What follows belongs to an exercise in optimizing a design on an open flow for small area; a production flow would make more cautious choices. In this exercise RTL edits were held to simulation tests only and were not proved equivalent to the original. Power is estimated from default activity; no workload was simulated.

--- flow/run.sh ---
#!/bin/bash
# synth_recipe.tcl (not shown) runs the flow's synth.tcl, then flattens the netlist and writes it again
# the make line also repeats each setting of config.mk as NAME=value (left out here)
make -C /OpenROAD-flow-scripts/flow DESIGN_CONFIG=/design/flow/config.mk WORK_HOME=/design/flow/orfs CLKGATE_MAP_FILE= SYNTH_SCRIPT=/design/flow/synth_recipe.tcl finish
--- flow/design.v ---
module rbc_aoi222 (input wire a1, a2, b1, b2, c1, c2, output wire y);
    assign y = ~((a1 & a2) | (b1 & b2) | (c1 & c2));
endmodule
module rbc_nand2 (input wire a, b, output wire y);
    assign y = ~(a & b);
endmodule
module rbc_aoi22 (input wire a1, a2, b1, b2, output wire y);
    assign y = ~((a1 & a2) | (b1 & b2));
endmodule
module rbc_nor2 (input wire a, b, output wire y);
    assign y = ~(a | b);
endmodule
module rbc #(
    parameter integer P_BUSY_GUARD     = 4,    
    parameter integer P_TSETTLE_MIN_MS = 10    
) (
    input  wire        clk,
    input  wire        rst_n,
    input  wire        ms_tick,
    input  wire        host_sel,
    input  wire        host_we,
    input  wire [8:0]  host_addr,
    input  wire [31:0] host_wdata,
    output wire [31:0] host_rdata,
    output wire        host_berr,
    output wire        nss_o,
    output wire        sck_o,
    output wire        sck_oe,
    output wire        mosi_o,
    output wire        mosi_oe,
    input  wire        miso_i,
    input  wire        busy_i,
    input  wire        dio1_i,
    output wire        nrst_oe,
    output wire        irq_radio_o,
    output wire        irq_ctl_o,
    output wire        crit_o
);
    localparam [3:0] PH_IDLE    = 4'd0,
                     PH_XPRE    = 4'd1,
                     PH_XSEL    = 4'd2,
                     PH_XSHIFT  = 4'd3,
                     PH_XGUARD  = 4'd4,
                     PH_XPOST   = 4'd5,
                     PH_RLOW    = 4'd6,
                     PH_RREL    = 4'd7,
                     PH_RSETTLE = 4'd8,
                     PH_FATAL   = 4'd15;
    localparam [1:0] RS_UNINIT   = 2'd0,
                     RS_MIDRESET = 2'd1,
                     RS_AWAKE    = 2'd2,
                     RS_ASLEEP   = 2'd3;
    localparam [2:0] ERR_NONE     = 3'd0,
                     ERR_OP       = 3'd1,
                     ERR_INFLIGHT = 3'd2,
                     ERR_STATE    = 3'd3,
                     ERR_SIZE     = 3'd4,
                     ERR_HIZ      = 3'd5,
                     ERR_FATAL    = 3'd6,
                     ERR_LOCK     = 3'd7;
    localparam [5:0] R_CMD      = 6'd0,
                     R_ADDR     = 6'd1,
                     R_STATUS   = 6'd2,
                     R_IRQEN    = 6'd3,
                     R_PINCTL   = 6'd4,
                     R_TRST_LOW = 6'd5,
                     R_TRST_REL = 6'd6,
                     R_TSETTLE  = 6'd7,
                     R_BUSY_TMO = 6'd8,
                     R_SCKDIV   = 6'd9,
                     R_WAKECFG  = 6'd10,
                     R_RXSTAT   = 6'd11;
    localparam [7:0]  GC_LAST     = P_BUSY_GUARD - 1;
    localparam [15:0] TSETTLE_MIN = P_TSETTLE_MIN_MS;
    reg        busy_s1, busy_s2;
    reg        dio_s1, dio_s2, dio_s3;
    reg [3:0]  ph;
    reg [8:0]  bi;
    reg [7:0]  e_k;             
    reg [2:0]  bit_idx;
    reg [7:0]  hc;              
    reg [7:0]  sr;              
    reg [15:0] dc;
    reg        sck_q, mosi_q;
    reg [1:0]  cl_op;
    reg [7:0]  cl_opc;
    reg [2:0]  cl_flags;        
    reg [8:0]  cl_size;
    reg [15:0] addr;
    reg        done, err, irqpend;
    reg [2:0]  errcode;
    reg [1:0]  fatalcause;
    reg [1:0]  rstate;
    reg [3:0]  irqen;           
    reg        hiz;
    reg [15:0] trst_low, trst_rel, tsettle, busy_tmo;
    reg [7:0]  sckdiv;
    reg [7:0]  wake_opc;
    reg [8:0]  wake_size;
    reg [7:0]  rxstat;
    reg [2047:0] dbuf;
    wire busyeng = (ph != PH_IDLE);
    wire fatal   = (ph == PH_FATAL);
    wire crit    = busyeng && !fatal;
    wire in_reset_seq = (ph == PH_RLOW) || (ph == PH_RREL) || (ph == PH_RSETTLE);
    assign crit_o      = crit;
    assign nss_o       = ~((ph == PH_XSEL) || (ph == PH_XSHIFT));
    assign sck_o       = sck_q;
    assign mosi_o      = mosi_q;
    assign nrst_oe     = (ph == PH_RLOW);
    assign sck_oe      = ~hiz;
    assign mosi_oe     = ~hiz;
    assign irq_radio_o = irqpend & irqen[0] & ~crit;
    assign irq_ctl_o   = (done & irqen[1]) | (err & irqen[2]) | (fatal & irqen[3]);
    wire       k_wake    = (cl_op == 2'd3);
    wire       k_xfer    = (cl_op == 2'd1);
    wire [7:0] d_opc     = k_wake ? wake_opc  : cl_opc;
    wire       d_dir     = k_wake | cl_flags[0];
    wire       d_hasaddr = ~k_wake & cl_flags[1];
    wire       d_sleep   = k_xfer & cl_flags[2];
    wire [8:0] d_size    = k_wake ? wake_size : cl_size;
    wire       h_misaligned = (host_addr[1:0] != 2'b00);
    wire       h_reserved   = ~host_addr[8] & (host_addr[7:2] >= 6'd12);
    wire       h_ok         = rst_n & host_sel & ~h_misaligned & ~h_reserved;
    wire       h_wr         = h_ok & host_we;
    wire       h_is_dbuf    = host_addr[8];
    wire [5:0] h_word       = host_addr[7:2];
    assign host_berr = rst_n & host_sel & (h_misaligned | h_reserved);
    wire wr_reg    = h_wr & ~h_is_dbuf;
    wire wr_cmd    = wr_reg & (h_word == R_CMD);
    wire wr_status = wr_reg & (h_word == R_STATUS);
    wire wr_irqen  = wr_reg & (h_word == R_IRQEN);
    wire wr_dbuf   = h_wr & h_is_dbuf;
    wire wr_lockable = wr_dbuf |
                       (wr_reg & ((h_word == R_ADDR)     || (h_word == R_PINCTL)   ||
                                  (h_word == R_TRST_LOW) || (h_word == R_TRST_REL) ||
                                  (h_word == R_TSETTLE)  || (h_word == R_BUSY_TMO) ||
                                  (h_word == R_SCKDIV)   || (h_word == R_WAKECFG)));
    wire lock_refuse = wr_lockable & busyeng;
    wire cfg_write   = wr_lockable & ~busyeng;
    wire [15:0] w_min     = (h_word == R_TSETTLE) ? TSETTLE_MIN : 16'd20;
    wire [15:0] w_clamped = (host_wdata[15:0] < w_min) ? w_min : host_wdata[15:0];
    wire [3:0] c_op    = host_wdata[3:0];
    wire [8:0] c_size  = host_wdata[28:20];
    wire       c_resv  = (host_wdata[7:4] != 4'd0) || host_wdata[19] ||
                         (host_wdata[31:29] != 3'd0);
    wire       c_illegal = c_resv || !((c_op == 4'h1) || (c_op == 4'h2) || (c_op == 4'h3));
    reg [2:0] c_code;
    always @* begin
        if (fatal)
            c_code = ERR_FATAL;
        else if (busyeng)
            c_code = ERR_INFLIGHT;
        else if (c_illegal)
            c_code = ERR_OP;
        else if (((c_op == 4'h1) || (c_op == 4'h3)) && hiz)
            c_code = ERR_HIZ;
        else if ((c_op == 4'h1) && (rstate != RS_AWAKE))
            c_code = ERR_STATE;
        else if ((c_op == 4'h3) && (rstate != RS_ASLEEP))
            c_code = ERR_STATE;
        else if ((c_op == 4'h1) && (c_size > 9'd256))
            c_code = ERR_SIZE;
        else
            c_code = ERR_NONE;
    end
    wire       cmd_refuse  = wr_cmd & (c_code != ERR_NONE);
    wire       cmd_accept  = wr_cmd & (c_code == ERR_NONE);
    wire       refuse      = cmd_refuse | lock_refuse;
    wire [2:0] refuse_code = cmd_refuse ? c_code : ERR_LOCK;
    wire [8:0] hdr_len   = d_hasaddr ? 9'd3 : 9'd1;           
    wire [8:0] bi_next   = bi + 9'd1;
    wire       last_byte = (bi_next == hdr_len + d_size);
    wire [7:0] e_k_first = d_dir ? (d_hasaddr ? 8'hFD : 8'hFF)
                                 : (d_hasaddr ? 8'hFE : 8'h00);
    wire half_end      = (ph == PH_XSHIFT) && (hc == sckdiv);
    wire bit_sampled   = half_end && sck_q;
    wire byte_received = bit_sampled && (bit_idx == 3'd0);
    wire rx_to_dbuf    = byte_received && d_dir && (bi >= hdr_len);
    wire rx_to_rxstat  = byte_received && (bi == 9'd0);
    wire [7:0] rx_byte = {sr[6:0], miso_i};
    wire [5:0] m_word = busyeng ? e_k[7:2] : h_word;
    reg [63:0] m_sel;
    integer w;
    always @* begin
        for (w = 0; w < 64; w = w + 1)
            m_sel[w] = (m_word == w);
    end
    wire [31:0] m_rd;
    genvar gb, gg, gl;
    generate
        for (gb = 0; gb < 32; gb = gb + 1) begin : g_rd
            wire [21:0] part;
            for (gg = 0; gg < 21; gg = gg + 1) begin : g_grp
                rbc_aoi222 u_aoi (
                    .a1(m_sel[3*gg]),     .a2(dbuf[32*(3*gg)     + gb]),
                    .b1(m_sel[3*gg + 1]), .b2(dbuf[32*(3*gg + 1) + gb]),
                    .c1(m_sel[3*gg + 2]), .c2(dbuf[32*(3*gg + 2) + gb]),
                    .y(part[gg]));
            end
            rbc_nand2 u_last (.a(m_sel[63]), .b(dbuf[32*63 + gb]), .y(part[21]));
            assign m_rd[gb] = ~&part;
        end
    endgenerate
    wire [3:0] lane_we = busyeng ? ({4{rst_n & rx_to_dbuf}} & (4'b0001 << e_k[1:0]))
                                 : {4{wr_dbuf}};
    wire [31:0] lane_d = busyeng ? {4{rx_byte}} : host_wdata;
    generate
        for (gg = 0; gg < 64; gg = gg + 1) begin : g_dbuf
            for (gl = 0; gl < 4; gl = gl + 1) begin : g_lane
                wire en;
                rbc_nor2 u_en (.a(~m_sel[gg]), .b(~lane_we[gl]), .y(en));
                always @(posedge clk)
                    if (en) dbuf[32*gg + 8*gl +: 8] <= lane_d[8*gl +: 8];
            end
        end
    endgenerate
    reg [7:0] m_byte;
    always @* begin
        case (e_k[1:0])
            2'd0: m_byte = m_rd[7:0];
            2'd1: m_byte = m_rd[15:8];
            2'd2: m_byte = m_rd[23:16];
            default: m_byte = m_rd[31:24];
        endcase
    end
    reg [7:0] fb_next;
    always @* begin
        if (d_hasaddr && (bi == 9'd0))
            fb_next = addr[15:8];
        else if (d_hasaddr && (bi == 9'd1))
            fb_next = addr[7:0];
        else if (!d_dir)
            fb_next = m_byte;
        else
            fb_next = 8'h00;
    end
    wire [15:0] dc_inc     = dc + 16'd1;
    reg  [15:0] dc_target;
    always @* begin
        case (ph)
            PH_RLOW: dc_target = trst_low;
            PH_RREL: dc_target = trst_rel;
            PH_RSETTLE: dc_target = tsettle;
            default: dc_target = busy_tmo;
        endcase
    end
    wire        dc_hit     = (dc == dc_target);
    wire        bw_timeout = (busy_tmo != 16'd0) && dc_hit;
    always @(posedge clk) begin
        if (!rst_n) begin
            busy_s1    <= 1'b0;
            busy_s2    <= 1'b0;
            dio_s1     <= 1'b0;
            dio_s2     <= 1'b0;
            dio_s3     <= 1'b0;
            ph         <= PH_IDLE;
            sck_q      <= 1'b0;
            mosi_q     <= 1'b0;
            cl_op      <= 2'd0;
            cl_opc     <= 8'h00;
            cl_flags   <= 3'd0;
            cl_size    <= 9'd0;
            addr       <= 16'h0;
            done       <= 1'b0;
            err        <= 1'b0;
            errcode    <= ERR_NONE;
            fatalcause <= 2'd0;
            irqpend    <= 1'b0;
            rstate     <= RS_UNINIT;
            irqen      <= 4'h0;
            hiz        <= 1'b0;
            trst_low   <= 16'd20;
            trst_rel   <= 16'd20;
            tsettle    <= TSETTLE_MIN;
            busy_tmo   <= 16'd0;
            sckdiv     <= 8'd3;
            wake_opc   <= 8'hC0;
            wake_size  <= 9'd1;
            rxstat     <= 8'h00;
        end else begin
            busy_s1 <= busy_i;
            busy_s2 <= busy_s1;
            dio_s1  <= dio1_i;
            dio_s2  <= dio_s1;
            dio_s3  <= dio_s2;
            if (cfg_write && !h_is_dbuf) begin
                case (h_word)
                    R_ADDR:     addr     <= host_wdata[15:0];
                    R_PINCTL:   hiz      <= host_wdata[0];
                    R_TRST_LOW: trst_low <= w_clamped;
                    R_TRST_REL: trst_rel <= w_clamped;
                    R_TSETTLE:  tsettle  <= w_clamped;
                    R_BUSY_TMO: busy_tmo <= host_wdata[15:0];
                    R_SCKDIV:   sckdiv   <= host_wdata[7:0];
                    R_WAKECFG: begin
                        wake_opc  <= host_wdata[7:0];
                        wake_size <= (host_wdata[24:16] > 9'd256) ? 9'd256 : host_wdata[24:16];
                    end
                    default: ;
                endcase
            end
            if (wr_irqen)
                irqen <= host_wdata[3:0];
            if (wr_status) begin
                if (host_wdata[1]) done <= 1'b0;
                if (host_wdata[2]) begin
                    err     <= 1'b0;
                    errcode <= ERR_NONE;
                end
                if (host_wdata[4]) irqpend <= 1'b0;
            end
            if (refuse) begin
                if (!err) errcode <= refuse_code;
                err <= 1'b1;
            end
            if (cmd_accept) begin
                cl_op    <= host_wdata[1:0];
                cl_opc   <= host_wdata[15:8];
                cl_flags <= host_wdata[18:16];
                cl_size  <= host_wdata[28:20];
                done    <= 1'b0;
                case (c_op)
                    4'h1: begin  
                        dc <= 16'd0;
                        ph <= PH_XPRE;
                    end
                    4'h3: begin  
                        sck_q   <= 1'b0;
                        mosi_q  <= wake_opc[7];
                        sr      <= wake_opc;
                        hc      <= 8'd0;
                        bi      <= 9'd0;
                        e_k     <= 8'hFF;       
                        bit_idx <= 3'd7;
                        ph      <= PH_XSEL;
                    end
                    default: begin  
                        rstate  <= RS_MIDRESET;
                        irqpend <= 1'b0;
                        dc      <= 16'd0;
                        ph      <= PH_RLOW;
                    end
                endcase
            end
            case (ph)
                PH_XPRE: begin
                    if (!busy_s2) begin
                        sck_q   <= 1'b0;
                        mosi_q  <= d_opc[7];
                        sr      <= d_opc;
                        hc      <= 8'd0;
                        bi      <= 9'd0;
                        e_k     <= e_k_first;
                        bit_idx <= 3'd7;
                        ph      <= PH_XSEL;
                    end else if (ms_tick) begin
                        if (bw_timeout) begin
                            ph         <= PH_FATAL;
                            fatalcause <= 2'd1;
                        end else begin
                            dc <= dc_inc;
                        end
                    end
                end
                PH_XSEL: begin
                    if (hc == sckdiv) begin
                        hc    <= 8'd0;
                        sck_q <= 1'b1;
                        ph    <= PH_XSHIFT;
                    end else begin
                        hc <= hc + 8'd1;
                    end
                end
                PH_XSHIFT: begin
                    if (hc != sckdiv) begin
                        hc <= hc + 8'd1;
                    end else begin
                        hc <= 8'd0;
                        if (sck_q) begin
                            sr    <= rx_byte;
                            sck_q <= 1'b0;
                            if (bit_idx != 3'd0)
                                mosi_q <= sr[6];
                            else begin
                                if (rx_to_rxstat)
                                    rxstat <= rx_byte;
                                if (!last_byte)
                                    mosi_q <= fb_next[7];
                                else
                                    mosi_q <= 1'b0;
                            end
                        end else begin
                            if (bit_idx != 3'd0) begin
                                bit_idx <= bit_idx - 3'd1;
                                sck_q   <= 1'b1;
                            end else if (!last_byte) begin
                                bi      <= bi_next;
                                e_k     <= e_k + 8'd1;
                                bit_idx <= 3'd7;
                                sr      <= fb_next;
                                sck_q   <= 1'b1;
                            end else begin
                                ph    <= PH_XGUARD;
                            end
                        end
                    end
                end
                PH_XGUARD: begin
                    if (hc[1:0] == GC_LAST[1:0]) begin
                        if (d_sleep) begin
                            ph     <= PH_IDLE;
                            done   <= 1'b1;
                            rstate <= RS_ASLEEP;
                        end else begin
                            dc <= 16'd0;
                            ph <= PH_XPOST;
                        end
                    end else begin
                        hc <= hc + 8'd1;
                    end
                end
                PH_XPOST: begin
                    if (!busy_s2) begin
                        ph   <= PH_IDLE;
                        done <= 1'b1;
                        if (k_wake)
                            rstate <= RS_AWAKE;
                    end else if (ms_tick) begin
                        if (bw_timeout) begin
                            ph         <= PH_FATAL;
                            fatalcause <= k_wake ? 2'd3 : 2'd2;
                        end else begin
                            dc <= dc_inc;
                        end
                    end
                end
                PH_RLOW: begin
                    if (ms_tick) begin
                        if (dc_hit) begin
                            dc     <= 16'd0;
                            ph     <= PH_RREL;
                        end else begin
                            dc <= dc_inc;
                        end
                    end
                end
                PH_RREL: begin
                    if (ms_tick) begin
                        if (dc_hit) begin
                            dc <= 16'd0;
                            ph <= PH_RSETTLE;
                        end else begin
                            dc <= dc_inc;
                        end
                    end
                end
                PH_RSETTLE: begin
                    if (ms_tick) begin
                        if (dc_hit) begin
                            ph     <= PH_IDLE;
                            done   <= 1'b1;
                            rstate <= RS_AWAKE;
                        end else begin
                            dc <= dc_inc;
                        end
                    end
                end
                default: ;  
            endcase
            if (dio_s2 && !dio_s3 && irqen[0] && !in_reset_seq)
                irqpend <= 1'b1;
        end
    end
    wire [31:0] status_word = {12'h000, ph, 1'b0, errcode, fatalcause, rstate,
                               crit, dio_s2, busy_s2, irqpend, fatal, err, done, busyeng};
    wire [11:0] r_sel;
    assign r_sel[0] = ~h_is_dbuf & (h_word[3:0] == 4'd0);
    assign r_sel[1] = ~h_is_dbuf & (h_word[3:0] == 4'd1);
    assign r_sel[2] = ~h_is_dbuf & (h_word[3:0] == 4'd2);
    assign r_sel[3] = ~h_is_dbuf & (h_word[3:0] == 4'd3);
    assign r_sel[4] = ~h_is_dbuf & (h_word[3:0] == 4'd4);
    assign r_sel[5] = ~h_is_dbuf & (h_word[3:0] == 4'd5);
    assign r_sel[6] = ~h_is_dbuf & (h_word[3:0] == 4'd6);
    assign r_sel[7] = ~h_is_dbuf & (h_word[3:0] == 4'd7);
    assign r_sel[8] = ~h_is_dbuf & (h_word[3:0] == 4'd8);
    assign r_sel[9] = ~h_is_dbuf & (h_word[3:0] == 4'd9);
    assign r_sel[10] = ~h_is_dbuf & (h_word[3:0] == 4'd10);
    assign r_sel[11] = ~h_is_dbuf & (h_word[3:0] == 4'd11);
    wire [3:0] rp_0;
    rbc_aoi222 u_rd0_0 (.a1(r_sel[0]), .a2(cl_op[0]), .b1(r_sel[1]), .b2(addr[0]), .c1(r_sel[2]), .c2(busyeng), .y(rp_0[0]));
    rbc_aoi222 u_rd0_1 (.a1(r_sel[3]), .a2(irqen[0]), .b1(r_sel[4]), .b2(hiz), .c1(r_sel[5]), .c2(trst_low[0]), .y(rp_0[1]));
    rbc_aoi222 u_rd0_2 (.a1(r_sel[6]), .a2(trst_rel[0]), .b1(r_sel[7]), .b2(tsettle[0]), .c1(r_sel[8]), .c2(busy_tmo[0]), .y(rp_0[2]));
    rbc_aoi222 u_rd0_3 (.a1(r_sel[9]), .a2(sckdiv[0]), .b1(r_sel[10]), .b2(wake_opc[0]), .c1(r_sel[11]), .c2(rxstat[0]), .y(rp_0[3]));
    assign host_rdata[0] = (h_is_dbuf & m_rd[0]) | ~&rp_0;
    wire [3:0] rp_1;
    rbc_aoi222 u_rd1_0 (.a1(r_sel[0]), .a2(cl_op[1]), .b1(r_sel[1]), .b2(addr[1]), .c1(r_sel[2]), .c2(done), .y(rp_1[0]));
    rbc_aoi222 u_rd1_1 (.a1(r_sel[3]), .a2(irqen[1]), .b1(r_sel[5]), .b2(trst_low[1]), .c1(r_sel[6]), .c2(trst_rel[1]), .y(rp_1[1]));
    rbc_aoi222 u_rd1_2 (.a1(r_sel[7]), .a2(tsettle[1]), .b1(r_sel[8]), .b2(busy_tmo[1]), .c1(r_sel[9]), .c2(sckdiv[1]), .y(rp_1[2]));
    rbc_aoi22 u_rd1_3 (.a1(r_sel[10]), .a2(wake_opc[1]), .b1(r_sel[11]), .b2(rxstat[1]), .y(rp_1[3]));
    assign host_rdata[1] = (h_is_dbuf & m_rd[1]) | ~&rp_1;
    wire [3:0] rp_2;
    rbc_aoi222 u_rd2_0 (.a1(r_sel[1]), .a2(addr[2]), .b1(r_sel[2]), .b2(err), .c1(r_sel[3]), .c2(irqen[2]), .y(rp_2[0]));
    rbc_aoi222 u_rd2_1 (.a1(r_sel[5]), .a2(trst_low[2]), .b1(r_sel[6]), .b2(trst_rel[2]), .c1(r_sel[7]), .c2(tsettle[2]), .y(rp_2[1]));
    rbc_aoi222 u_rd2_2 (.a1(r_sel[8]), .a2(busy_tmo[2]), .b1(r_sel[9]), .b2(sckdiv[2]), .c1(r_sel[10]), .c2(wake_opc[2]), .y(rp_2[2]));
    rbc_nand2 u_rd2_3 (.a(r_sel[11]), .b(rxstat[2]), .y(rp_2[3]));
    assign host_rdata[2] = (h_is_dbuf & m_rd[2]) | ~&rp_2;
    wire [3:0] rp_3;
    rbc_aoi222 u_rd3_0 (.a1(r_sel[1]), .a2(addr[3]), .b1(r_sel[2]), .b2(fatal), .c1(r_sel[3]), .c2(irqen[3]), .y(rp_3[0]));
    rbc_aoi222 u_rd3_1 (.a1(r_sel[5]), .a2(trst_low[3]), .b1(r_sel[6]), .b2(trst_rel[3]), .c1(r_sel[7]), .c2(tsettle[3]), .y(rp_3[1]));
    rbc_aoi222 u_rd3_2 (.a1(r_sel[8]), .a2(busy_tmo[3]), .b1(r_sel[9]), .b2(sckdiv[3]), .c1(r_sel[10]), .c2(wake_opc[3]), .y(rp_3[2]));
    rbc_nand2 u_rd3_3 (.a(r_sel[11]), .b(rxstat[3]), .y(rp_3[3]));
    assign host_rdata[3] = (h_is_dbuf & m_rd[3]) | ~&rp_3;
    wire [2:0] rp_4;
    rbc_aoi222 u_rd4_0 (.a1(r_sel[1]), .a2(addr[4]), .b1(r_sel[2]), .b2(irqpend), .c1(r_sel[5]), .c2(trst_low[4]), .y(rp_4[0]));
    rbc_aoi222 u_rd4_1 (.a1(r_sel[6]), .a2(trst_rel[4]), .b1(r_sel[7]), .b2(tsettle[4]), .c1(r_sel[8]), .c2(busy_tmo[4]), .y(rp_4[1]));
    rbc_aoi222 u_rd4_2 (.a1(r_sel[9]), .a2(sckdiv[4]), .b1(r_sel[10]), .b2(wake_opc[4]), .c1(r_sel[11]), .c2(rxstat[4]), .y(rp_4[2]));
    assign host_rdata[4] = (h_is_dbuf & m_rd[4]) | ~&rp_4;
    wire [2:0] rp_5;
    rbc_aoi222 u_rd5_0 (.a1(r_sel[1]), .a2(addr[5]), .b1(r_sel[2]), .b2(busy_s2), .c1(r_sel[5]), .c2(trst_low[5]), .y(rp_5[0]));
    rbc_aoi222 u_rd5_1 (.a1(r_sel[6]), .a2(trst_rel[5]), .b1(r_sel[7]), .b2(tsettle[5]), .c1(r_sel[8]), .c2(busy_tmo[5]), .y(rp_5[1]));
    rbc_aoi222 u_rd5_2 (.a1(r_sel[9]), .a2(sckdiv[5]), .b1(r_sel[10]), .b2(wake_opc[5]), .c1(r_sel[11]), .c2(rxstat[5]), .y(rp_5[2]));
    assign host_rdata[5] = (h_is_dbuf & m_rd[5]) | ~&rp_5;
    wire [2:0] rp_6;
    rbc_aoi222 u_rd6_0 (.a1(r_sel[1]), .a2(addr[6]), .b1(r_sel[2]), .b2(dio_s2), .c1(r_sel[5]), .c2(trst_low[6]), .y(rp_6[0]));
    rbc_aoi222 u_rd6_1 (.a1(r_sel[6]), .a2(trst_rel[6]), .b1(r_sel[7]), .b2(tsettle[6]), .c1(r_sel[8]), .c2(busy_tmo[6]), .y(rp_6[1]));
    rbc_aoi222 u_rd6_2 (.a1(r_sel[9]), .a2(sckdiv[6]), .b1(r_sel[10]), .b2(wake_opc[6]), .c1(r_sel[11]), .c2(rxstat[6]), .y(rp_6[2]));
    assign host_rdata[6] = (h_is_dbuf & m_rd[6]) | ~&rp_6;
    wire [2:0] rp_7;
    rbc_aoi222 u_rd7_0 (.a1(r_sel[1]), .a2(addr[7]), .b1(r_sel[2]), .b2(crit), .c1(r_sel[5]), .c2(trst_low[7]), .y(rp_7[0]));
    rbc_aoi222 u_rd7_1 (.a1(r_sel[6]), .a2(trst_rel[7]), .b1(r_sel[7]), .b2(tsettle[7]), .c1(r_sel[8]), .c2(busy_tmo[7]), .y(rp_7[1]));
    rbc_aoi222 u_rd7_2 (.a1(r_sel[9]), .a2(sckdiv[7]), .b1(r_sel[10]), .b2(wake_opc[7]), .c1(r_sel[11]), .c2(rxstat[7]), .y(rp_7[2]));
    assign host_rdata[7] = (h_is_dbuf & m_rd[7]) | ~&rp_7;
    wire [2:0] rp_8;
    rbc_aoi222 u_rd8_0 (.a1(r_sel[0]), .a2(cl_opc[0]), .b1(r_sel[1]), .b2(addr[8]), .c1(r_sel[2]), .c2(rstate[0]), .y(rp_8[0]));
    rbc_aoi222 u_rd8_1 (.a1(r_sel[5]), .a2(trst_low[8]), .b1(r_sel[6]), .b2(trst_rel[8]), .c1(r_sel[7]), .c2(tsettle[8]), .y(rp_8[1]));
    rbc_nand2 u_rd8_2 (.a(r_sel[8]), .b(busy_tmo[8]), .y(rp_8[2]));
    assign host_rdata[8] = (h_is_dbuf & m_rd[8]) | ~&rp_8;
    wire [2:0] rp_9;
    rbc_aoi222 u_rd9_0 (.a1(r_sel[0]), .a2(cl_opc[1]), .b1(r_sel[1]), .b2(addr[9]), .c1(r_sel[2]), .c2(rstate[1]), .y(rp_9[0]));
    rbc_aoi222 u_rd9_1 (.a1(r_sel[5]), .a2(trst_low[9]), .b1(r_sel[6]), .b2(trst_rel[9]), .c1(r_sel[7]), .c2(tsettle[9]), .y(rp_9[1]));
    rbc_nand2 u_rd9_2 (.a(r_sel[8]), .b(busy_tmo[9]), .y(rp_9[2]));
    assign host_rdata[9] = (h_is_dbuf & m_rd[9]) | ~&rp_9;
    wire [2:0] rp_10;
    rbc_aoi222 u_rd10_0 (.a1(r_sel[0]), .a2(cl_opc[2]), .b1(r_sel[1]), .b2(addr[10]), .c1(r_sel[2]), .c2(fatalcause[0]), .y(rp_10[0]));
    rbc_aoi222 u_rd10_1 (.a1(r_sel[5]), .a2(trst_low[10]), .b1(r_sel[6]), .b2(trst_rel[10]), .c1(r_sel[7]), .c2(tsettle[10]), .y(rp_10[1]));
    rbc_nand2 u_rd10_2 (.a(r_sel[8]), .b(busy_tmo[10]), .y(rp_10[2]));
    assign host_rdata[10] = (h_is_dbuf & m_rd[10]) | ~&rp_10;
    wire [2:0] rp_11;
    rbc_aoi222 u_rd11_0 (.a1(r_sel[0]), .a2(cl_opc[3]), .b1(r_sel[1]), .b2(addr[11]), .c1(r_sel[2]), .c2(fatalcause[1]), .y(rp_11[0]));
    rbc_aoi222 u_rd11_1 (.a1(r_sel[5]), .a2(trst_low[11]), .b1(r_sel[6]), .b2(trst_rel[11]), .c1(r_sel[7]), .c2(tsettle[11]), .y(rp_11[1]));
    rbc_nand2 u_rd11_2 (.a(r_sel[8]), .b(busy_tmo[11]), .y(rp_11[2]));
    assign host_rdata[11] = (h_is_dbuf & m_rd[11]) | ~&rp_11;
    wire [2:0] rp_12;
    rbc_aoi222 u_rd12_0 (.a1(r_sel[0]), .a2(cl_opc[4]), .b1(r_sel[1]), .b2(addr[12]), .c1(r_sel[2]), .c2(errcode[0]), .y(rp_12[0]));
    rbc_aoi222 u_rd12_1 (.a1(r_sel[5]), .a2(trst_low[12]), .b1(r_sel[6]), .b2(trst_rel[12]), .c1(r_sel[7]), .c2(tsettle[12]), .y(rp_12[1]));
    rbc_nand2 u_rd12_2 (.a(r_sel[8]), .b(busy_tmo[12]), .y(rp_12[2]));
    assign host_rdata[12] = (h_is_dbuf & m_rd[12]) | ~&rp_12;
    wire [2:0] rp_13;
    rbc_aoi222 u_rd13_0 (.a1(r_sel[0]), .a2(cl_opc[5]), .b1(r_sel[1]), .b2(addr[13]), .c1(r_sel[2]), .c2(errcode[1]), .y(rp_13[0]));
    rbc_aoi222 u_rd13_1 (.a1(r_sel[5]), .a2(trst_low[13]), .b1(r_sel[6]), .b2(trst_rel[13]), .c1(r_sel[7]), .c2(tsettle[13]), .y(rp_13[1]));
    rbc_nand2 u_rd13_2 (.a(r_sel[8]), .b(busy_tmo[13]), .y(rp_13[2]));
    assign host_rdata[13] = (h_is_dbuf & m_rd[13]) | ~&rp_13;
    wire [2:0] rp_14;
    rbc_aoi222 u_rd14_0 (.a1(r_sel[0]), .a2(cl_opc[6]), .b1(r_sel[1]), .b2(addr[14]), .c1(r_sel[2]), .c2(errcode[2]), .y(rp_14[0]));
    rbc_aoi222 u_rd14_1 (.a1(r_sel[5]), .a2(trst_low[14]), .b1(r_sel[6]), .b2(trst_rel[14]), .c1(r_sel[7]), .c2(tsettle[14]), .y(rp_14[1]));
    rbc_nand2 u_rd14_2 (.a(r_sel[8]), .b(busy_tmo[14]), .y(rp_14[2]));
    assign host_rdata[14] = (h_is_dbuf & m_rd[14]) | ~&rp_14;
    wire [1:0] rp_15;
    rbc_aoi222 u_rd15_0 (.a1(r_sel[0]), .a2(cl_opc[7]), .b1(r_sel[1]), .b2(addr[15]), .c1(r_sel[5]), .c2(trst_low[15]), .y(rp_15[0]));
    rbc_aoi222 u_rd15_1 (.a1(r_sel[6]), .a2(trst_rel[15]), .b1(r_sel[7]), .b2(tsettle[15]), .c1(r_sel[8]), .c2(busy_tmo[15]), .y(rp_15[1]));
    assign host_rdata[15] = (h_is_dbuf & m_rd[15]) | ~&rp_15;
    wire [0:0] rp_16;
    rbc_aoi222 u_rd16_0 (.a1(r_sel[0]), .a2(cl_flags[0]), .b1(r_sel[2]), .b2(ph[0]), .c1(r_sel[10]), .c2(wake_size[0]), .y(rp_16[0]));
    assign host_rdata[16] = (h_is_dbuf & m_rd[16]) | ~&rp_16;
    wire [0:0] rp_17;
    rbc_aoi222 u_rd17_0 (.a1(r_sel[0]), .a2(cl_flags[1]), .b1(r_sel[2]), .b2(ph[1]), .c1(r_sel[10]), .c2(wake_size[1]), .y(rp_17[0]));
    assign host_rdata[17] = (h_is_dbuf & m_rd[17]) | ~&rp_17;
    wire [0:0] rp_18;
    rbc_aoi222 u_rd18_0 (.a1(r_sel[0]), .a2(cl_flags[2]), .b1(r_sel[2]), .b2(ph[2]), .c1(r_sel[10]), .c2(wake_size[2]), .y(rp_18[0]));
    assign host_rdata[18] = (h_is_dbuf & m_rd[18]) | ~&rp_18;
    wire [0:0] rp_19;
    rbc_aoi22 u_rd19_0 (.a1(r_sel[2]), .a2(ph[3]), .b1(r_sel[10]), .b2(wake_size[3]), .y(rp_19[0]));
    assign host_rdata[19] = (h_is_dbuf & m_rd[19]) | ~&rp_19;
    wire [0:0] rp_20;
    rbc_aoi22 u_rd20_0 (.a1(r_sel[0]), .a2(cl_size[0]), .b1(r_sel[10]), .b2(wake_size[4]), .y(rp_20[0]));
    assign host_rdata[20] = (h_is_dbuf & m_rd[20]) | ~&rp_20;
    wire [0:0] rp_21;
    rbc_aoi22 u_rd21_0 (.a1(r_sel[0]), .a2(cl_size[1]), .b1(r_sel[10]), .b2(wake_size[5]), .y(rp_21[0]));
    assign host_rdata[21] = (h_is_dbuf & m_rd[21]) | ~&rp_21;
    wire [0:0] rp_22;
    rbc_aoi22 u_rd22_0 (.a1(r_sel[0]), .a2(cl_size[2]), .b1(r_sel[10]), .b2(wake_size[6]), .y(rp_22[0]));
    assign host_rdata[22] = (h_is_dbuf & m_rd[22]) | ~&rp_22;
    wire [0:0] rp_23;
    rbc_aoi22 u_rd23_0 (.a1(r_sel[0]), .a2(cl_size[3]), .b1(r_sel[10]), .b2(wake_size[7]), .y(rp_23[0]));
    assign host_rdata[23] = (h_is_dbuf & m_rd[23]) | ~&rp_23;
    wire [0:0] rp_24;
    rbc_aoi22 u_rd24_0 (.a1(r_sel[0]), .a2(cl_size[4]), .b1(r_sel[10]), .b2(wake_size[8]), .y(rp_24[0]));
    assign host_rdata[24] = (h_is_dbuf & m_rd[24]) | ~&rp_24;
    wire [0:0] rp_25;
    rbc_nand2 u_rd25_0 (.a(r_sel[0]), .b(cl_size[5]), .y(rp_25[0]));
    assign host_rdata[25] = (h_is_dbuf & m_rd[25]) | ~&rp_25;
    wire [0:0] rp_26;
    rbc_nand2 u_rd26_0 (.a(r_sel[0]), .b(cl_size[6]), .y(rp_26[0]));
    assign host_rdata[26] = (h_is_dbuf & m_rd[26]) | ~&rp_26;
    wire [0:0] rp_27;
    rbc_nand2 u_rd27_0 (.a(r_sel[0]), .b(cl_size[7]), .y(rp_27[0]));
    assign host_rdata[27] = (h_is_dbuf & m_rd[27]) | ~&rp_27;
    wire [0:0] rp_28;
    rbc_nand2 u_rd28_0 (.a(r_sel[0]), .b(cl_size[8]), .y(rp_28[0]));
    assign host_rdata[28] = (h_is_dbuf & m_rd[28]) | ~&rp_28;
    assign host_rdata[29] = h_is_dbuf & m_rd[29];
    assign host_rdata[30] = h_is_dbuf & m_rd[30];
    assign host_rdata[31] = h_is_dbuf & m_rd[31];
endmodule
--- flow/constraint.sdc ---
create_clock -name core_clock -period 10.0 [get_ports {clk}]
set_input_delay 2.0000 -clock core_clock [delete_from_list [all_inputs] [get_ports {clk}]]
set_output_delay 2.0000 -clock core_clock [all_outputs]
set_load 0.01 [all_outputs]
--- flow/config.mk ---
export PLATFORM = sky130hd
export DESIGN_NAME = rbc
export DESIGN_NICKNAME = rbc
export VERILOG_FILES = /design/flow/design.v
export SDC_FILE = /design/flow/constraint.sdc
export NUM_CORES = 4
export LEC_CHECK = 0
export CAP_MARGIN = 20
export CORE_MARGIN = 2
export CORE_UTILIZATION = 45
export CTS_CLUSTER_DIAMETER = 50
export CTS_CLUSTER_SIZE = 24
export SETUP_SLACK_MARGIN = 0.3
export SLEW_MARGIN = 20
export SYNTH_HIERARCHICAL = 1
export SYNTH_MINIMUM_KEEP_SIZE = 0
==> reports/qor.csv, run 1 <==
stage,metric,value,unit
yosys,"Top FF cell, synth",edfxtp_1,
yosys,register bit count reported by yosys,2260,
floorplanning,die width,439,µm
floorplanning,Initial Utilization,0.454,
yosys,asr flop ratio synth,0,
cells_and_area,P&R area growth vs syn,14.0,%
drt,number of remaining DRC errors,0,
flow_run,Max Cap Viol,0,
drt,metal2 WL,121000,µm
global_routing,antenna violations before repair,9,
clock_tree,cts hold-fix bufs,0,
clock_tree,CTS resizes,1,
yosys,Mapped Area,85300,µm²
yosys,number of enable flip-flop cells after synthesis,2099,
yosys,Post-Syn Area per Cell,16.4,µm²
floorplanning,die area,193000,µm²
sta,clock skew,35.6,ps
worst_setup_path,CP Data Arrival Time,7710,ps
yosys,Synth Instances,5184,
run_status,outcome,finished clean,
sta,fmax,0.103,GHz
sta,TNS Setup,0,ps
clock_tree,CTS tree,built,
global_routing,GRT Overall Usage,0.275,
drt,metal3 WL,32100,µm
yosys,unique cell type count in the Yosys netlist,86,
power,Comb pwr share,0.152,
power,PD cells,226,nW/µm²
sta,Slew Limit Fails,0,
drt,post-DR wirelength/cell,32.8,µm
floorplanning,IO Count,91,
placed_design,DP HPWL,182000,µm
global_routing,first-pass GRT wire length,382000,µm
sta,Final period util,0.971,
power,peak supply drop,0.000190,V
global_routing,global route total overflow,0,
sta,Final min period,9710,ps
sta,endpoints failing setup,0,
worst_setup_path,CP Max Fanout,18,
worst_setup_path,CP startpoint kind,input pin,
power,Lkg Pwr,0.0306,µW
clock_tree,Skew-Pair Late Insertion Delay,860,ps
worst_setup_path,WP data required,8000,ps
global_routing,pin count of the biggest net entering global routing,83,
cells_and_area,final std cells w/o fill,8238,
drt,ANT nets after route,0,
worst_setup_path,worst r2r src,ph[1],
drt,initial drt markers,11500,
drt,vias post-DR,55000,
placed_design,placed insts,7916,
drt,DR top layer,met5,
cells_and_area,layout cells sized above 1,0.114,
power,Flop pwr share,0.511,
clock_tree,CTS Buffer Depth,3,
drt,router iterations before antenna repair,9,
yosys,Post-Syn Nets,5251,
power,Final Power,22000,µW
yosys,top cell type by total area after synthesis,edfxtp_1,
sta,Fin. Hold Viols,0,
placed_design,final RePlAce weighted congestion,0.982,
drt,Via density,6.68,
power,Internal Power,15700,µW
min_path,hold_sp,dio_s1,
drt,M1 WL,108000,µm
floorplanning,core area,188000,µm²
cells_and_area,Final #Nets,5662,
placed_design,port bufs,90,
floorplanning,die height,439,µm
yosys,Synth area leaders,"edfxtp_1 74%, a222oi_1 8.5%, dfxtp_1 3.8%",
drt,Total Routed Length,270000,µm
clock_tree,Clock Pin Slew Worst Setup and Hold Paths,70,ps
worst_setup_path,critical path type,input pin to output pin,
clock_tree,clk sink count,2260,
worst_setup_path,Critical path origin,host_addr[5],
power,Sw Pwr,6300,µW
yosys,Yosys top cell area share,0.739,
clock_tree,CTS root buf,clkbuf_16,
yosys,yosys warns,7,
clock_tree,H-tree depth,4,
min_path,Worst Hold Class,flip-flop to flip-flop,
yosys,sequential fraction of the synthesis area,0.777,
clock_tree,number of buffers created by CTS,172,
sta,Slew headroom,0.144,
sta,Tightest Pin Transition,1280,ps
power,switching share of total power,0.287,
global_routing,vias in the first global route,51400,
sta,unrepaired setup endpoints after global routing,no,
clock_tree,# Post-CTS Setup Buffers,0,
power,clock power share,0.336,
worst_setup_path,CP endpoint kind,output pin,
floorplanning,Core Rows,159,
-- Yosys cell counts, drive strengths merged, types with 17 or more instances --
cell type and n:
buf 38, a222oi 725, o211ai 22, nor3 31, nor4 47, inv 94, nand2 574, and4 38
nor2b 31, a21boi 117, a21oi 65, nand3 57, nand4 188, dfxtp 161, xnor2 22, edfxtp 2099
ha 17, and3 22, nor2 384, mux2i 36, o21ai 53, clkbuf 87, nor3b 17
-- path summary, 6_finish.rpt --
kind                     to  slack (ps)  depth (start not counted)
max reg2reg           sr[1]        2840                         23
min reg2reg          dio_s2         430                          1
max          host_rdata[21]         290                         16
min                  dio_s2         430                          1
-- layout by cell type, fill, tap and decap left out, drive strengths merged, types with 38 or more instances in the layout --
cell / n
a21boi: 117
buf: 274
dfxtp: 161
a21oi: 65
nor2: 384
o21ai: 53
clkinv: 50
nand3: 57
nor4: 47
inv: 147
clkdlybuf4s50: 88
and4: 38
nand2: 574
edfxtp: 2099
clkbuf: 191
a222oi: 725
nand4: 188
-- state kept, by name (all words and copies together), names as in the netlist, 4 cells and up --
name and flops:
rxstat 8, bi 9, irqen 4, sr 7, trst_rel 16, busy_tmo 16, trst_low 16, cl_size 9
cl_opc 8, addr 16, hc 8, dbuf 2048, tsettle 16, ph 4, dc 16, wake_size 9
sckdiv 8, wake_opc 8, e_k 8
-- critical path: stages --
cell             delay, ps
clkdlybuf4s50_1        690
nand3_1                220
o21a_1                 230
nor2_1                 990
nand2_1                470
inv_1                  620
buf_4                  380
a222oi_1               140
nand4_1                330
nor4_1                 110
buf_4                  190
nand4_1                180
buf_4                  230
nand2_1                100
nand2_1                220
clkdlybuf4s50_1        580
-- metrics by stage --
stage                     instance area (µm²)  hold slack [ps]  utilization  setup slack (ps)
after floorplan                         85300              412            -              3780
after global placement                  91100              420        0.484               238
after detailed placement                91100              423        0.484               234
after CTS                               97200              432        0.517               354
after global routing                    97200              453        0.517               339
final                                   97200              429        0.517               295
-- layer usage --
layer | up-vias | GRT usage
li1 | 22900 | -
met1 | 28000 | 0.397
met2 | 3662 | 0.412
met3 | 434 | 0.0607
met4 | 2 | 0.0954
met5 | - | 0
-- layout make-up --
| class | count | area, µm² |
|---|---|---|
| multi-input combinational | 2704 | 18300 |
| antenna | 3 | 7.51 |
| timing repair buffer | 362 | 3060 |
| sequential | 2260 | 66300 |
| tap | 2495 | 3120 |
| inverter | 95 | 360 |
| clock inverter | 128 | 1550 |
| fill | 15400 | 90800 |
| clock buffer | 191 | 4530 |
-- cell families after synthesis --
group	count (synthesis)	synth area share
AND/OR/NAND/NOR	1467	0.0805
multiplexers	38	0.00449
AO/OA/AOI/OAI	1149	0.121
adder cells (fa/ha/maj)	18	0.00273
flip-flops	2260	0.777
XOR/XNOR	32	0.00361
buffers and inverters	220	0.0104
-- modules after synthesis, one instance, submodules excluded --
module / copies in the design / flip-flops and latches
rbc_aoi22: 7 / 0
rbc_nand2: 45 / 0
rbc: 1 / 2260
rbc_nor2: 256 / 0
rbc_aoi222: 716 / 0
-- power by group through the flow --
stage                     clock (µW)  sequential (µW)  combinational (µW)
after floorplan                    0            11400                1260
after global placement             0            11400                3210
after detailed placement           0            11400                3270
after CTS                       7480            11200                3270
after global routing            7800            11200                3430
final                           7390            11200                3350
==> run 2, diff against run 1 <==
--- a/flow/design.v
+++ b/flow/design.v
@@ -77,2 +77,3 @@
     reg [3:0]  ph;
+    reg        busy_q;
     reg [8:0]  bi;
@@ -101,3 +102,3 @@
     reg [2047:0] dbuf;
-    wire busyeng = (ph != PH_IDLE);
+    wire busyeng = busy_q;      
     wire fatal   = (ph == PH_FATAL);
@@ -257,2 +258,3 @@
             ph         <= PH_IDLE;
+            busy_q     <= 1'b0;
             sck_q      <= 1'b0;
@@ -317,2 +319,3 @@
             if (cmd_accept) begin
+                busy_q   <= 1'b1;
                 cl_op    <= host_wdata[1:0];
@@ -412,2 +415,3 @@
                             ph     <= PH_IDLE;
+                            busy_q <= 1'b0;
                             done   <= 1'b1;
@@ -425,2 +429,3 @@
                         ph   <= PH_IDLE;
+                        busy_q <= 1'b0;
                         done <= 1'b1;
@@ -461,2 +466,3 @@
                             ph     <= PH_IDLE;
+                            busy_q <= 1'b0;
                             done   <= 1'b1;
--- a/flow/config.mk
+++ b/flow/config.mk
@@ -7,9 +7,9 @@
 export LEC_CHECK = 0
-export CAP_MARGIN = 20
+export CAP_MARGIN = 5
 export CORE_MARGIN = 2
 export CORE_UTILIZATION = 45
-export CTS_CLUSTER_DIAMETER = 50
-export CTS_CLUSTER_SIZE = 24
-export SETUP_SLACK_MARGIN = 0.3
-export SLEW_MARGIN = 20
+export CTS_CLUSTER_DIAMETER = 80
+export CTS_CLUSTER_SIZE = 28
+export SETUP_SLACK_MARGIN = 0.2
+export SLEW_MARGIN = 5
 export SYNTH_HIERARCHICAL = 1
==> reports/qor.csv, run 2 <==
stage,metric,value,unit,change
run_status,outcome,finished clean,,
flow_run,Max Cap Viol,0,,unchanged
sta,fmax,0.102,GHz,-1.0%
yosys,sequential fraction of the synthesis area,0.780,,+0.00263
floorplanning,die area,192000,µm²,-0.31%
clock_tree,H-tree depth,3,,-1
drt,router iterations before antenna repair,20,,+11
yosys,Post-Syn Area per Cell,16.5,µm²,+0.20%
cells_and_area,Top reg by flops,dbuf,,
yosys,register bit count reported by yosys,2261,,+0.044%
yosys,Yosys top cell area share,0.741,,+0.00227
power,Flop pwr share,0.608,,+0.097
clock_tree,CTS root buf,clkbuf_16,,
clock_tree,number of buffers created by CTS,111,,-35%
sta,Slew Limit Fails,0,,unchanged
clock_tree,# Post-CTS Setup Buffers,0,,unchanged
power,Internal Power,13100,µW,-16%
floorplanning,IO Count,91,,unchanged
clock_tree,CTS Buffer Depth,3,,unchanged
floorplanning,Core Rows,159,,unchanged
floorplanning,Initial Utilization,0.453,,-0.000912
cells_and_area,post-route cell area,95200,µm²,-2.1%
yosys,"Top FF cell, synth",edfxtp_1,,
power,switching share of total power,0.235,,-0.0512
cells_and_area,Final #Nets,5596,,-1.2%
global_routing,global route total overflow,0,,unchanged
worst_setup_path,CP Data Arrival Time,7800,ps,+90 ps
cells_and_area,P&R area growth vs syn,12.0,%,
clock_tree,cts hold-fix bufs,0,,unchanged
global_routing,first-pass GRT wire length,385000,µm,+0.76%
yosys,"count leader, synth",edfxtp_1,,
yosys,unique cell type count in the Yosys netlist,84,,-2.3%
clock_tree,clk sink count,2261,,+0.044%
worst_setup_path,CP startpoint kind,input pin,,
global_routing,pin count of the biggest net entering global routing,85,,+2.4%
cells_and_area,final core utilization,0.507,,-0.0102
yosys,yosys warns,7,,unchanged
yosys,Mapped Area,85000,µm²,-0.31%
sta,Fin. Hold Viols,0,,unchanged
power,Sw Pwr,4040,µW,-36%
cells_and_area,most frequent cells in the layout,"2099 x edfxtp_1, 725 x a222oi_1, 482 x nand2_1",,
worst_setup_path,critical path's largest stage delay,990,ps,about the same
floorplanning,die height,439,µm,-0.15%
worst_setup_path,slowest cell on the critical path,nor4_1,,
sta,clock skew,42.2,ps,+6.63 ps
worst_setup_path,"most used cell, CP",nand4_1,,
placed_design,final RePlAce weighted congestion,0.978,,-0.36%
drt,post-DR wirelength/cell,34.0,µm,+3.7%
clock_tree,Skew-Pair Late Insertion Delay,820,ps,-40 ps
worst_setup_path,CP endpoint kind,output pin,,
cells_and_area,Largest register FFs,2048,,unchanged
global_routing,antenna violations before repair,10,,+1
power,Lkg Pwr,0.0295,µW,-3.6%
worst_setup_path,CP Cell Sequence,"clkdlybuf4s50_1, or2_2, o22ai_1, and2_1, nand2_1, inv_1, buf_4, a222oi_1, nand4_1, nor4_1, buf_4, nand4_1, nand2_1, nand4_1, clkdlybuf4s50_1",,
drt,initial drt markers,11000,,-4.1%
drt,Total Routed Length,276000,µm,+2.1%
placed_design,placed cell areas,91200,µm²,+0.19%
worst_setup_path,CP Max Fanout,19,,+1
yosys,top cell type by total area after synthesis,edfxtp_1,,
worst_setup_path,WP data required,8000,ps,about the same
power,clock power share,0.329,,-0.007
sta,endpoints failing setup,0,,unchanged
sta,Tightest Pin Transition,1440,ps,+157 ps
floorplanning,die width,439,µm,-0.15%
sta,Final min period,9800,ps,+98.7 ps
sta,Final period util,0.980,,+0.00987
drt,vias post-DR,54700,,-0.49%
global_routing,vias in the first global route,50800,,-0.99%
min_path,Worst Hold Class,flip-flop to flip-flop,,
cells_and_area,layout cells sized above 1,0.102,,-0.0117
drt,ANT nets after route,0,,unchanged
yosys,Synth area leaders,"edfxtp_1 74%, a222oi_1 8.5%, dfxtp_1 3.8%",,
drt,number of remaining DRC errors,0,,unchanged
clock_tree,Clock Pin Slew Worst Setup and Hold Paths,90,ps,+20 ps
drt,Via density,6.75,,+1.1%
sta,TNS Setup,0,ps,unchanged
sta,Slew headroom,0.0338,,-0.110
global_routing,GRT Overall Usage,0.280,,+0.00486
placed_design,DP HPWL,189000,µm,+3.8%
yosys,asr flop ratio synth,0,,unchanged
worst_setup_path,crit path buf inv count,5,,-1
sta,unrepaired setup endpoints after global routing,no,,
yosys,Post-Syn Nets,5225,,-0.50%
yosys,Synth Instances,5158,,-0.50%
placed_design,port bufs,90,,unchanged
clock_tree,CTS tree,built,,
cells_and_area,"most common cell after layout, fill and taps aside",edfxtp_1,,
power,PD cells,180,nW/µm²,-20%
power,peak supply drop,0.000156,V,-18%
yosys,number of enable flip-flop cells after synthesis,2099,,unchanged
worst_setup_path,critical path's top delay family,simple AND/OR/NAND/NOR gates,,
worst_setup_path,critical path type,input pin to output pin,,
clock_tree,CTS resizes,0,,-1
yosys,top post-synthesis cells by count,"2099 x edfxtp_1, 725 x a222oi_1, 482 x nand2_1",,
floorplanning,core area,188000,µm²,-0.11%
power,Comb pwr share,0.064,,-0.088
==> run 2: cell types whose count changed after synthesis, moves of 16 or more <==
| cell | previous run | this run |
|---|---|---|
| nor2_1 | 384 | 360 |
| a21oi_1 | 65 | 173 |
| o21ai_0 | 44 | 89 |
| buf_2 | 21 | 4 |
| a21boi_0 | 117 | 4 |
| clkbuf_1 | 87 | 105 |
| nand2_1 | 573 | 482 |
| nor2b_1 | 31 | 6 |
| nand3_1 | 56 | 72 |
| inv_1 | 94 | 131 |
==> run 2: power groups by stage <==
stage | Combinational, µW | Clock [µW] | Sequential [µW]
floorplan | 509 | 0 | 10600
global placement | 1040 | 0 | 10600
detailed placement | 1060 | 0 | 10600
CTS | 1060 | 5710 | 10400
global route | 1130 | 6010 | 10400
finish | 1090 | 5650 | 10400
==> run 2: cell families (layout without fill, tap and decap cells) <==
family	after synthesis	in the layout	share of synthesized area
AO/OA/AOI/OAI	1192	1192	0.120
multiplexers	54	54	0.00655
other	0	3	0
XOR/XNOR	35	35	0.00443
adder cells (fa/ha/maj)	18	18	0.00274
flip-flops	2261	2261	0.780
buffers and inverters	258	712	0.0120
AND/OR/NAND/NOR	1340	1340	0.0744
==> run 2: routing by layer <==
metal  global-route usage  vias to the layer above  share of wire
li1                     -                    22700              -
met1                0.405                    27900           0.40
met2                0.414                     3676           0.44
met3               0.0706                      467           0.13
met4               0.0934                        4          0.039
met5                    0                        -        0.00012
==> run 2: worst paths after layout <==
check / start / endpoint / slack, ps / cells past startpoint
setup / recovery: host_addr[2] / host_rdata[8] / 200 / 15
hold / removal: busy_s1 / busy_s2 / 440 / 1
setup reg to reg: busy_q / sr[6] / 3200 / 15
hold reg to reg: busy_s1 / busy_s2 / 440 / 1
==> run 2: worst register-to-register path: cells and delay by family, from the launching register on <==
family,cells,cell delay (ps)
AOI/OAI and AO/OA,7,2640
DFF,1,830
buffers and inverters,2,380
and+or+nand+nor,6,2680
==> run 2: cell type report <==
cell class              count  area (µm²)
clock inverters            78        1110
diodes                      3        7.51
clock buffers             118        2800
repair buffers            385        3150
flip-flops and latches   2261       66300
inverters                 131         494
multi-input cells        2639       18200
fillers                 15500       92600
well taps                2495        3120
==> run 2: through the flow <==
stage | cells | worst slack, ps | hold slack, ps | power (µW)
finish | 8110 | 196 | 444 | 17200
CTS | 8107 | 418 | 449 | 17200
global route | 8109 | 221 | 463 | 17600
global placement | 7911 | 455 | 423 | 11700
detailed placement | 7911 | 424 | 427 | 11700
floorplan | 5158 | 3420 | 412 | 11100
==> run 2: per-module statistics from Yosys, one instance, submodules excluded <==
module      cell area [µm²]  flops+latches  copies in the design
rbc_nand2              3.75              0                    45
rbc_aoi222             10.0              0                   716
rbc_aoi22              12.5              0                     7
rbc                   76600           2261                     1
rbc_nor2               3.75              0                   256
==> run 3, diff against run 2 <==
--- a/flow/design.v
+++ b/flow/design.v
@@ -78,4 +78,4 @@
     reg        busy_q;
-    reg [8:0]  bi;
-    reg [7:0]  e_k;             
+    reg [1:0]  hp;              
+    reg [8:0]  e_k;             
     reg [2:0]  bit_idx;
@@ -171,7 +171,6 @@
     wire [2:0] refuse_code = cmd_refuse ? c_code : ERR_LOCK;
-    wire [8:0] hdr_len   = d_hasaddr ? 9'd3 : 9'd1;           
-    wire [8:0] bi_next   = bi + 9'd1;
-    wire       last_byte = (bi_next == hdr_len + d_size);
-    wire [7:0] e_k_first = d_dir ? (d_hasaddr ? 8'hFD : 8'hFF)
-                                 : (d_hasaddr ? 8'hFE : 8'h00);
+    wire [8:0] e_k_first = d_dir ? (d_hasaddr ? 9'h1FD : 9'h1FF)
+                                 : (d_hasaddr ? 9'h1FE : 9'h000);
+    wire [8:0] e_k_last  = d_size - {8'd0, d_dir};
+    wire       last_byte = (e_k == e_k_last);
     wire half_end      = (ph == PH_XSHIFT) && (hc == sckdiv);
@@ -179,4 +178,4 @@
     wire byte_received = bit_sampled && (bit_idx == 3'd0);
-    wire rx_to_dbuf    = byte_received && d_dir && (bi >= hdr_len);
-    wire rx_to_rxstat  = byte_received && (bi == 9'd0);
+    wire rx_to_dbuf    = byte_received && d_dir && !e_k[8];
+    wire rx_to_rxstat  = byte_received && (hp == 2'd0);
     wire [7:0] rx_byte = {sr[6:0], miso_i};
@@ -229,5 +228,5 @@
     always @* begin
-        if (d_hasaddr && (bi == 9'd0))
+        if (d_hasaddr && (hp == 2'd0))
             fb_next = addr[15:8];
-        else if (d_hasaddr && (bi == 9'd1))
+        else if (d_hasaddr && (hp == 2'd1))
             fb_next = addr[7:0];
@@ -335,4 +334,4 @@
                         hc      <= 8'd0;
-                        bi      <= 9'd0;
-                        e_k     <= 8'hFF;       
+                        hp      <= 2'd0;
+                        e_k     <= 9'h1FF;      
                         bit_idx <= 3'd7;
@@ -355,3 +354,3 @@
                         hc      <= 8'd0;
-                        bi      <= 9'd0;
+                        hp      <= 2'd0;
                         e_k     <= e_k_first;
@@ -400,4 +399,5 @@
                             end else if (!last_byte) begin
-                                bi      <= bi_next;
-                                e_k     <= e_k + 8'd1;
+                                if (hp != 2'd2)
+                                    hp  <= hp + 2'd1;
+                                e_k     <= e_k + 9'd1;
                                 bit_idx <= 3'd7;
--- a/flow/config.mk
+++ b/flow/config.mk
@@ -10,4 +10,4 @@
 export CORE_UTILIZATION = 45
-export CTS_CLUSTER_DIAMETER = 80
-export CTS_CLUSTER_SIZE = 28
+export CTS_CLUSTER_DIAMETER = 90
+export CTS_CLUSTER_SIZE = 30
 export SETUP_SLACK_MARGIN = 0.2
==> reports/qor.csv, run 3 <==
stage,metric,value,unit,change
global_routing,GRT Overall Usage,0.278,,-0.00156
yosys,proportion of synthesized area in mux cells,0.00538,,-0.00117
cells_and_area,layout cells sized above 1,0.0883,,-0.0142
min_path,Hold Path End,busy_s2,,
global_routing,pin count of the biggest net entering global routing,83,,-2.4%
worst_setup_path,cells on worst reg2reg path,18,,+3
worst_setup_path,worst r2r dst,sr[6],,
drt,ANT nets after route,0,,unchanged
sta,final worst slack,155,ps,-41.2 ps
drt,Via density,6.77,,+0.23%
min_path,hold_sp,busy_s1,,
yosys,Yosys top cell area share,0.741,,-0.000746
run_status,outcome,finished clean,,
yosys,Post-Syn Nets,5194,,-0.59%
floorplanning,die height,438,µm,about the same
floorplanning,core area,188000,µm²,-0.11%
placed_design,dpl ws,-5.62,ps,-429 ps
worst_setup_path,WP data required,8000,ps,about the same
placed_design,final RePlAce weighted congestion,0.980,,+0.21%
power,Lkg Pwr,0.0289,µW,-1.9%
placed_design,placed insts,7837,,-0.94%
cells_and_area,"most common cell after layout, fill and taps aside",edfxtp_1,,
yosys,unique cell type count in the Yosys netlist,84,,unchanged
yosys,yosys warns,7,,unchanged
global_routing,antenna violations before repair,9,,-1
global_routing,first-pass GRT wire length,383000,µm,-0.53%
worst_setup_path,slowest cell on the critical path,nor4_2,,
clock_tree,CTS Buffer Depth,3,,unchanged
drt,router iterations before antenna repair,12,,-40%
min_path,Worst Hold Class,flip-flop to flip-flop,,
worst_setup_path,critical path type,input pin to output pin,,
drt,post-DR wirelength/cell,34.3,µm,+0.69%
worst_setup_path,CP endpoint kind,output pin,,
global_routing,global route total overflow,0,,unchanged
floorplanning,Initial Utilization,0.452,,about the same
cells_and_area,P&R area growth vs syn,10.7,%,
worst_setup_path,CP Data Arrival Time,7850,ps,+50 ps
yosys,"count leader, synth",edfxtp_1,,
worst_setup_path,CP Max Fanout,24,,+5
clock_tree,# Post-CTS Setup Buffers,0,,unchanged
sta,Fin. Hold Viols,0,,unchanged
yosys,asr flop ratio synth,0,,unchanged
worst_setup_path,worst r2r src,busy_q,,
clock_tree,clk sink count,2255,,-0.27%
cells_and_area,Top reg by flops,dbuf,,
yosys,Synth Area in Compound Gates,0.123,,+0.00273
sta,Tightest Pin Transition,1270,ps,-165 ps
flow_run,Max Cap Viol,0,,unchanged
power,peak supply drop,0.000149,V,-4.6%
sta,TNS Setup,0,ps,unchanged
floorplanning,die area,192000,µm²,-0.18%
yosys,Mapped Area,84900,µm²,-0.19%
worst_setup_path,critical path's largest stage delay,730,ps,-260 ps
clock_tree,H-tree depth,3,,unchanged
sta,Final period util,0.985,,+0.00412
cells_and_area,final std cells w/o fill,7992,,-1.5%
sta,clock skew,55.4,ps,+13.2 ps
clock_tree,Skew-Pair Late Insertion Delay,800,ps,-20 ps
clock_tree,Clock Pin Slew Worst Setup and Hold Paths,90,ps,about the same
floorplanning,Core Rows,159,,unchanged
yosys,register bit count reported by yosys,2255,,-0.27%
cells_and_area,Final #Nets,5506,,-1.6%
placed_design,DP HPWL,184000,µm,-2.7%
worst_setup_path,CP Cell Sequence,"clkdlybuf4s50_1, nor2_1, a22o_1, nand2_1, inv_1, buf_12, a222oi_1, nand4_1, nor4_2, buf_4, nand4_1, nand2_1, nand4_1, clkdlybuf4s50_1",,
floorplanning,die width,438,µm,about the same
yosys,Synth Instances,5131,,-0.52%
yosys,sequential fraction of the synthesis area,0.779,,about the same
yosys,Synth area leaders,"edfxtp_1 74%, a222oi_1 8.6%, dfxtp_1 3.8%",,
placed_design,port bufs,90,,unchanged
power,PD cells,173,nW/µm²,-4.3%
drt,number of remaining DRC errors,0,,unchanged
sta,Final min period,9850,ps,+41.2 ps
yosys,number of enable flip-flop cells after synthesis,2093,,-0.29%
yosys,Adder-Cell Fraction of Synth Area,0.00206,,-0.000673
clock_tree,CTS tree,built,,
power,Final Power,16200,µW,-5.5%
drt,vias post-DR,54100,,-1.2%
worst_setup_path,"most used cell, CP",nand4_1,,
yosys,simple-gate portion of the synthesized area,0.0762,,+0.00188
worst_setup_path,flop-to-flop setup slack,2860,ps,-340 ps
yosys,main combinational cell family by area after synthesis,compound AO/OA/AOI/OAI gates,,
global_routing,vias in the first global route,50400,,-0.90%
cells_and_area,Largest register FFs,2048,,unchanged
drt,Total Routed Length,274000,µm,-0.77%
sta,Slew headroom,0.151,,+0.118
yosys,Post-Syn Area per Cell,16.5,µm²,+0.34%
floorplanning,IO Count,91,,unchanged
clock_tree,CTS root buf,clkbuf_16,,
cells_and_area,FILL cells,15500,,-0.21%
yosys,top cell type by total area after synthesis,edfxtp_1,,
sta,Slew Limit Fails,0,,unchanged
sta,endpoints failing setup,0,,unchanged
yosys,xor and xnor fraction of the mapped netlist area,0.00227,,-0.00216
clock_tree,cts hold-fix bufs,0,,unchanged
worst_setup_path,CP startpoint kind,input pin,,
clock_tree,number of buffers created by CTS,98,,-12%
min_path,hold path depth,1,,unchanged
cells_and_area,most frequent cells in the layout,"2093 x edfxtp_1, 725 x a222oi_1, 481 x nand2_1",,
drt,initial drt markers,11300,,+2.1%
yosys,top post-synthesis cells by count,"2093 x edfxtp_1, 725 x a222oi_1, 481 x nand2_1",,
sta,fmax,0.102,GHz,-0.42%
yosys,"Top FF cell, synth",edfxtp_1,,
sta,unrepaired setup endpoints after global routing,no,,
run 3: cell count changes after synthesis, moves of 10 or more:
cell / previous run / this run
a21boi_0: 4 / 114
a21oi_1: 173 / 62
a31oi_1: 26 / 10
and2_1: 27 / 40
mux2_2: 13 / 1
nand3_1: 72 / 57
nand3b_1: 2 / 20
nor2_1: 360 / 335
nor2b_1: 6 / 35
o21ai_0: 89 / 102
o2bb2ai_1: 10 / 0
xor2_1: 17 / 2
run 3: layout make-up:
| type | count | area (µm²) | share of cell area |
|---|---|---|---|
| clock buffers | 99 | 2460 | 0.0261 |
| inverters | 139 | 526 | 0.00559 |
| well taps | 2495 | 3120 | 0.0332 |
| multi-input cells | 2613 | 18200 | 0.194 |
| flip-flops and latches | 2255 | 66100 | 0.703 |
| repair buffers | 335 | 2820 | 0.0300 |
| repair inverters | 1 | 5.00 | 0.0000533 |
| clock inverters | 53 | 724 | 0.00771 |
| diodes | 2 | 5.00 | 0.0000533 |
run 3: worst max-delay path by stage:
stage / start / end / cells after the start / slack, ps
finish: host_addr[6] / host_rdata[14] / 14 / 150
CTS: host_addr[2] / host_rdata[24] / 14 / 220
floorplan: host_addr[2] / host_rdata[10] / 12 / 3720
detailed placement: host_addr[2] / host_rdata[3] / 15 / -6
global placement: host_addr[2] / host_rdata[6] / 15 / -260
global route: host_addr[3] / host_rdata[0] / 15 / 220
run 3: where the power goes:
part	leakage [µW]	total, µW	internal [µW]	switching, µW
sequential	0.0201	10300	10300	34.4
clock	0.00155	5070	2030	3040
combinational	0.00725	819	223	597
total	0.0289	16200	12600	3670
run 3: critical path: cells and delay by family:
kind / cells / cell delay (ps)
AO/OA/AOI/OAI: 2 / 1070
buffers and inverters: 5 / 2030
AND/OR/NAND/NOR: 7 / 2690
run 3: metrics by stage:
step,cell area [µm²],hold WS (ps),util
after detailed placement,90700,427,0.484
after global routing,94000,478,0.501
after global placement,90700,422,0.484
after CTS,93900,453,0.501
after floorplan,84900,412,-
final,94000,452,0.501
run 3: modules after synthesis, one instance, submodules excluded:
module | cells | flops+latches | cell area, µm² | copies in the design
rbc | 4107 | 2255 | 76500 | 1
rbc_aoi22 | 1 | 0 | 12.5 | 7
rbc_aoi222 | 1 | 0 | 10.0 | 716
rbc_nand2 | 1 | 0 | 3.75 | 45
rbc_nor2 | 1 | 0 | 3.75 | 256
run 3: metal layers:
layer / vias to the layer above / part of all wire / global-route usage
met5: - / 0.00016 / 0.000496
met4: 6 / 0.041 / 0.0973
met3: 461 / 0.13 / 0.0691
met2: 3582 / 0.44 / 0.410
met1: 27600 / 0.39 / 0.403
li1: 22400 / - / -
run 3: cell families after synthesis:
kind of cell             after synthesis
XOR/XNOR                              22
buffers and inverters                263
flip-flops                          2255
adder cells (fa/ha/maj)               14
AO/OA/AOI/OAI                       1186
AND/OR/NAND/NOR                     1346
multiplexers                          45
run 3: timing repair:
item | CTS | global route
hold endpoints to repair | 0 | 0
setup endpoints to repair | 4 | 6
cloned | 0 | 1
gates resized for setup | 4 | 6
pin swaps | 0 | 2

separate check: timing with driven ports:
The flow's constraints put no driver on any port. The routed layouts listed below were extracted and timed again, unchanged, in two steps.
Step 1 sets driving cells, clkbuf_16 on the clock port and buf_2 on the other inputs (assumed; they add their load-dependent delay and slew).
Step 2 also shifts input and output timing later by t, the mid clock arrival at the registers, as if the neighbouring blocks saw the same clock.
a / b / c = ideal ports / drivers / drivers and shift; a / b = the first two.
run	t, ns	setup slack, ns	hold slack, ns	clock arrival spread, ns	cell pins on the clock port's net
run 1	0.927	0.295 / 0.268 / 0.268	0.429 / 0.429 / 0.429	0.048 / 0.048	1
run 2	0.899	0.196 / 0.164 / 0.164	0.444 / 0.444 / 0.444	0.058 / 0.057	1
run 3	0.863	0.155 / 0.116 / 0.116	0.452 / 0.452 / 0.452	0.072 / 0.073	1
After both steps every run listed still meets setup and hold. The setup slack of run 3, which loses most, moves by -0.039 ns with the drivers and by -0.039 ns with both steps.
